From an optimization exercise on the open Yosys and OpenROAD flow, aimed at small area; shortcuts taken in it are not production practice. No activity file was given, so power comes from the tool's default toggle rates.

== the previous run ==
==> flow/design.v <==
module bdsp_analyser (
    input  wire        clk,
    input  wire        rst,
    input  wire        start,
    input  wire [11:0] blob_len,
    input  wire [7:0]  en0,
    input  wire [7:0]  en1,
    input  wire        in_valid,
    input  wire [7:0]  in_data,
    output wire        in_ready,
    output wire        done,
    output wire        malformed,
    output wire [7:0]  on0,
    output wire [7:0]  on1,
    output wire [7:0]  off0,
    output wire [7:0]  off1,
    output wire [7:0]  gs0,
    output wire [7:0]  xt0,
    output wire [7:0]  xt1,
    output wire [7:0]  ctgt_ae0,
    output wire [7:0]  ctgt_ae1,
    output wire [7:0]  ctgt_gen,
    output wire [7:0]  ctgt_base,
    output wire [3:0]  ncoef,
    output wire [1:0]  mode,
    output wire [1:0]  sinsel,
    output wire        genstop,
    output wire [1:0]  mdir,
    output wire [1:0]  bdir0,
    output wire [1:0]  bdir1,
    output wire        reg_valid,
    output wire [7:0]  reg_flags,
    output wire [55:0] reg_val,
    output wire [3:0]  int_app,
    output wire [15:0] int_addr,
    output wire [7:0]  int_nbytes
);
    localparam [2:0] S_IDLE = 3'b000, S_HDR = 3'b001, S_BODY = 3'b010,
                     S_DOK  = 3'b100, S_DMAL = 3'b101;
    localparam [1:0] K_SKIP = 2'd0, K_FW = 2'd1, K_COEF = 2'd2, K_REG = 2'd3;
    reg  [2:0]  st;
    reg  [11:0] rem;       
    reg  [11:0] crem;      
    reg  [6:0]  cnt;       
    reg  [1:0]  kind;
    reg  [3:0]  app;
    reg  [4:0]  sw;        
    reg  [3:0]  nhi;       
    reg  [13:0] q;         
    reg  [13:0] p;         
    reg  [14:0] seen;      
    reg  [14:0] ctgt;      
    reg  [3:0]  ncnt;
    reg         fb;        
    reg  [1:0]  sins;
    reg  [1:0]  md;        
    reg  [1:0]  bd0, bd1;
    reg         rv;
    reg  [7:0]  rf;
    reg  [55:0] rvl;
    reg  [15:0] iaddr;
    reg  [7:0]  inb;
    wire        idle     = (st == S_IDLE);
    wire        in_hdr   = (st == S_HDR);
    wire        in_body  = (st == S_BODY);
    wire        at_chunk = in_hdr && (cnt[2:0] == 3'd0);
    wire        rem_lt8  = (rem[11:3] == 9'd0);
    wire        take     = in_valid && in_ready;
    wire        ht       = in_hdr && take;
    wire        bt       = in_body && take;
    wire        z        = (in_data == 8'd0);
    wire        one      = (in_data == 8'd1);
    wire        dir_ok   = (in_data[7:2] == 6'd0) && !(in_data[1] && in_data[0]);
    wire [11:0] len      = {crem[11:8], in_data};
    wire [11:0] n        = {nhi, in_data};
    wire        fw_seen  = (md != 2'd3);
    wire        is_fw    = (kind == K_FW);
    wire        is_coef  = (kind == K_COEF);
    wire        is_greg  = (kind == K_REG) && (app == 4'd0);
    wire        h7       = ht && (cnt[2:0] == 3'd7);
    wire        c_fw     = bt && is_fw;
    wire        c_coef   = bt && is_coef;
    wire        c_int    = c_coef && (ncnt == 4'd0);
    wire        c8       = c_coef && (cnt == 7'd8);
    wire        c8_ne    = c8 && (n != 12'd0);
    wire        sin_hit  = (app == 4'd0) && (sw != 5'd0) && (n[11:2] >= {5'd0, sw});
    reg hmal;
    always @(*) begin
        case (cnt[2:0])
        3'd4, 3'd5: hmal = !z;
        3'd6:       hmal = (in_data[7:4] != 4'd0);
        3'd7: case (kind)
              K_FW:    hmal = fw_seen || (len < 12'd17);
              K_COEF:  hmal = seen[app] || (len < 12'd9);
              K_REG:   hmal = (len < 12'd8) || (app == 4'd0 && rv);
              default: hmal = 1'b0;
              endcase
        default:    hmal = 1'b0;
        endcase
    end
    reg bmal;
    always @(*) begin
        bmal = 1'b0;
        if (is_fw && cnt < 7'd17 && !dir_ok) bmal = 1'b1;
        if (is_coef) begin
            case (cnt)
            7'd0, 7'd1, 7'd5, 7'd6: bmal = !z;
            7'd7:    bmal = (in_data[7:4] != 4'd0);
            7'd8:    bmal = (in_data[1:0] != 2'd0) || (n >= crem);
            default: ;
            endcase
        end
    end
    assign in_ready  = in_body || (in_hdr && !(at_chunk && rem_lt8));
    assign done      = st[2];
    assign malformed = st[0];
    assign on0  = {p[0] & ~q[0], p[7:1] & ~q[7:1]};
    assign off0 = {p[0] &  q[0], p[7:1] &  q[7:1]};
    assign on1  = {2'b00, p[13:8] & ~q[13:8]};
    assign off1 = {2'b00, p[13:8] &  q[13:8]};
    assign genstop = rv & rf[7];
    assign gs0  = {genstop & q[0] & ~p[0], 7'd0};
    assign xt0       = {ctgt[0], ctgt[7:1]};
    assign xt1       = {2'b00, ctgt[13:8]};
    assign ctgt_gen  = {7'd0, ctgt[0]};
    assign ctgt_ae0  = {1'b0, ctgt[7:1]};
    assign ctgt_ae1  = {2'b00, ctgt[13:8]};
    assign ctgt_base = {7'd0, ctgt[14]};
    assign ncoef  = ncnt;
    assign mode   = (ncnt == 4'd0) ? 2'd0 : ((ncnt[3:1] != 3'd0) || fb) ? 2'd1 : 2'd2;
    assign sinsel = sins;
    assign mdir   = {md[1], md[0] & ~md[1]};
    assign bdir0  = bd0;
    assign bdir1  = bd1;
    assign reg_valid = rv;
    assign reg_flags = rf;
    assign reg_val   = rvl;
    assign int_app[0] = ctgt[1] | ctgt[3] | ctgt[5] | ctgt[7] | ctgt[9] | ctgt[11] | ctgt[13];
    assign int_app[1] = ctgt[2] | ctgt[3] | ctgt[6] | ctgt[7] | ctgt[10] | ctgt[11] | ctgt[14];
    assign int_app[2] = ctgt[4] | ctgt[5] | ctgt[6] | ctgt[7] | ctgt[12] | ctgt[13] | ctgt[14];
    assign int_app[3] = |ctgt[14:8];
    assign int_addr   = iaddr;
    assign int_nbytes = inb;
    always @(posedge clk) begin
        if (rst) begin
            st <= S_IDLE;
        end else begin
            case (st)
            S_IDLE:
                if (start) st <= S_HDR;
            S_HDR:
                if (at_chunk && rem_lt8)
                    st <= (rem[2:0] == 3'd0) ? S_DOK : S_DMAL;
                else if (ht) begin
                    if (hmal)
                        st <= S_DMAL;
                    else if (cnt[2:0] == 3'd7 && len != 12'd0)
                        st <= S_BODY;
                end
            S_BODY:
                if (rem == 12'd0)
                    st <= S_DMAL;
                else if (bt) begin
                    if (bmal)
                        st <= S_DMAL;
                    else if (crem == 12'd1)
                        st <= S_HDR;
                end
            default:
                st <= S_IDLE;
            endcase
        end
    end
    function [11:0] dec12;
        input [11:0] v;
        input        b;
        integer      k;
        reg          br;
        begin
            br = b;
            for (k = 0; k < 12; k = k + 1) begin
                dec12[k] = v[k] ^ br;
                br       = br & ~v[k];
            end
        end
    endfunction
    wire [11:0] rem_dec  = dec12(rem, take);
    wire [11:0] crem_dec = dec12(crem, bt);
    always @(posedge clk) begin
        rem        <= idle ? blob_len : rem_dec;
        crem[11:8] <= (ht && cnt[2:0] == 3'd6) ? in_data[3:0] : crem_dec[11:8];
        crem[7:0]  <= h7 ? in_data : crem_dec[7:0];
    end
    always @(posedge clk) begin
        if (idle)
            cnt <= 7'd0;
        else if (ht)
            cnt <= (cnt[2:0] == 3'd7) ? 7'd0 : cnt + 7'd1;
        else if (bt) begin
            if (crem == 12'd1)
                cnt <= 7'd0;
            else if (is_coef && cnt == 7'd8)
                cnt <= (c8_ne && sin_hit) ? {~sw, 2'b11} : 7'd127;
            else if (cnt != 7'd127)
                cnt <= cnt + 7'd1;
        end
    end
    always @(posedge clk) begin
        if (ht) begin
            case (cnt[2:0])
            3'd0: kind <= z ? K_FW : K_SKIP;
            3'd1: if (!z) kind <= K_SKIP;
            3'd2: if (kind != K_SKIP)
                      kind <= (in_data[7:2] == 6'd0) ? in_data[1:0] : K_SKIP;
            3'd3: begin
                app <= in_data[3:0];
                if (kind == K_FW) begin
                    if (!z) kind <= K_SKIP;
                end else if (in_data[7:4] != 4'd0 || in_data[3:0] == 4'd15) begin
                    kind <= K_SKIP;
                end
            end
            default: ;
            endcase
        end
    end
    wire [15:0] app_dec  = 16'd1 << app;
    wire [15:0] slot_dec = 16'd1 << cnt[3:0];
    wire        dir_hit  = c_fw && (cnt[6:4] == 3'd0) && (q[cnt[3:0]] ? z : one);
    always @(posedge clk) begin
        p    <= {14{!idle}} & (p    | ({14{dir_hit}} & slot_dec[13:0]));
        seen <= {15{!idle}} & (seen | ({15{h7 && kind == K_COEF}} & app_dec[14:0]));
        ctgt <= {15{!idle}} & (ctgt | ({15{c8_ne}} & app_dec[14:0]));
        rv   <= !idle & (rv | (h7 && kind == K_REG && app == 4'd0));
    end
    always @(posedge clk) begin
        if (idle && start) q <= {en1[5:0], en0[6:0], en0[7]};
    end
    always @(posedge clk) begin
        if (idle) begin
            md  <= 2'd3;
            bd0 <= 2'd2;
            bd1 <= 2'd2;
        end else if (c_fw) begin
            if (cnt == 7'd14) md  <= in_data[1:0];
            if (cnt == 7'd15) bd0 <= in_data[1:0];
            if (cnt == 7'd16) bd1 <= in_data[1:0];
        end
    end
    always @(posedge clk) begin
        if (c_coef && cnt == 7'd2) sw <= z ? 5'd1 : 5'd0;
        if (c_coef && cnt == 7'd3)
            sw <= (sw != 5'd0 && in_data[7:5] == 3'd0 && in_data[4:0] <= 5'd16) ?
                  5'd17 - in_data[4:0] : 5'd0;
        if (c_coef && cnt == 7'd7) nhi <= in_data[3:0];
        if (c_int && cnt[6:1] == 6'd1) iaddr <= {iaddr[7:0], in_data};
        if (c_int && cnt == 7'd8) inb <= in_data;
    end
    always @(posedge clk) begin
        if (c_int && cnt == 7'd4) fb <= !one;
        if (c_int && cnt == 7'd8 && n > 12'd160) fb <= 1'b1;
    end
    always @(posedge clk) begin
        ncnt <= idle ? 4'd0 : ncnt + {3'd0, c8_ne};
    end
    always @(posedge clk) begin
        if (idle)
            sins <= 2'd0;
        else if (c_coef && cnt == 7'd126)
            sins <= in_data[0] ? 2'd2 : 2'd1;
    end
    always @(posedge clk) begin
        if (bt && is_greg && cnt[6:3] == 4'd0) {rvl, rf} <= {in_data, rvl, rf[7:0]} >> 8;
    end
endmodule
clock: 6.0 ns
lec_check: 0
cap_margin: 20
core_margin: 2
core_utilization: 50
place_density: 0.7
slew_margin: 20
standard.sh (not shown) runs the stock make flow with config.mk's settings and CLKGATE_MAP_FILE= SYNTH_SCRIPT=/design/flow/synth_recipe.tcl, a recipe that flattens the netlist after the stock synthesis.
==> flow/flow/run.sh <==
#!/bin/bash
# The standard layout, with three changes:
# - synthesis maps the logic with an area-oriented ABC script (flow/abc_area.script)
#   in a copy of the ORFS scripts; everything else in synthesis is unchanged;
# - the smallest buffer on the ports and on outputs that repeat a net;
# - one tie cell for the constant outputs;
# - a clock tree of fewer, stronger sink buffers and no dummy loads.
# Each tool's full output stays in the ORFS logs under orfs/logs; make's own
# output goes to synth.log and standard.log.
set -euo pipefail
rm -rf scripts_area
cp -r "$FLOW_HOME/scripts" scripts_area
cp flow/abc_area.script scripts_area/abc_area.script
bash standard.sh SCRIPTS_DIR="$PWD/scripts_area" ABC_AREA=1 MIN_BUF_CELL_AND_PORTS="sky130_fd_sc_hd__buf_1 A X" synth > synth.log 2>&1
bash standard.sh \
  SKIP_REPAIR_TIE_FANOUT=1 \
  BUFFER_PORTS_ARGS="-buffer_cell sky130_fd_sc_hd__buf_1" \
  CTS_ARGS="-sink_clustering_enable -repair_clock_nets -sink_clustering_size 18 -sink_clustering_max_diameter 50 -sink_clustering_buffer sky130_fd_sc_hd__clkbuf_8 -buf_list {sky130_fd_sc_hd__clkbuf_4 sky130_fd_sc_hd__clkbuf_8} -dont_use_dummy_load" \
  finish > standard.log 2>&1
==> flow/flow/abc_area.script <==
strash
&get -n
&fraig -x
&put
scorr
dc2
strash
&get -n
&synch2
&dch -f
&nf -R 1000
&put
diff inputs: the previous run => the current run
-- flow/flow/run.sh --
<<< the previous run, line 16
  SKIP_REPAIR_TIE_FANOUT=1 \
  BUFFER_PORTS_ARGS="-buffer_cell sky130_fd_sc_hd__buf_1" \
  CTS_ARGS="-sink_clustering_enable -repair_clock_nets -sink_clustering_size 18 -sink_clustering_max_diameter 50 -sink_clustering_buffer sky130_fd_sc_hd__clkbuf_8 -buf_list {sky130_fd_sc_hd__clkbuf_4 sky130_fd_sc_hd__clkbuf_8} -dont_use_dummy_load" \
  finish > standard.log 2>&1
>>> the current run, line 16
  SKIP_REPAIR_TIE_FANOUT=1 \
  BUFFER_PORTS_ARGS="-buffer_cell sky130_fd_sc_hd__buf_1" \
  CTS_ARGS="-sink_clustering_enable -repair_clock_nets -sink_clustering_size 14 -sink_clustering_max_diameter 60 -sink_clustering_buffer sky130_fd_sc_hd__clkbuf_8 -buf_list {sky130_fd_sc_hd__clkbuf_4 sky130_fd_sc_hd__clkbuf_8} -dont_use_dummy_load" \
  finish > standard.log 2>&1
--- outcome ---
The current run vs the previous run — clock-net power dropped about 7%.
The current run: core utilization of the finished layout is 0.24 points lower than what the previous run reported.
Fraction of area in multi-input gates of the current run is on par with the previous run.
The current run against the previous run: worst setup slack fell by 0.094 ns; routed length on met3 fell by 100 microns.
~same non-clock buffering overhead in the final layout in the previous run and the current run
Function was not checked in any run of this note: the RTL went through the layout flow alone.

## re-timing with driven ports
The results above use ideal ports. As a check the final layouts listed here were re-extracted and re-timed, cells and wires unchanged. Step 1: set_driving_cell puts a clkbuf_16 on clk and a buf_2 on each other input, an assumption about the parent block. Step 2 also shifts input and output timing later by t, the mid clock arrival at the registers, as if the neighbouring blocks saw the same clock. Three values: ideal ports, drivers, drivers and shift; two values: the first two.
run	t, ns	setup slack, ns	hold slack, ns
the previous run	0.555	1.805 / 1.805 / 1.492	0.421 / 0.421 / 0.421
the current run	0.538	1.711 / 1.711 / 1.500	0.420 / 0.420 / 0.420
After both steps every run listed still meets setup and hold. For the previous run, which loses most, drivers alone change the setup slack by 0.000 ns; drivers and shift together by -0.313 ns.
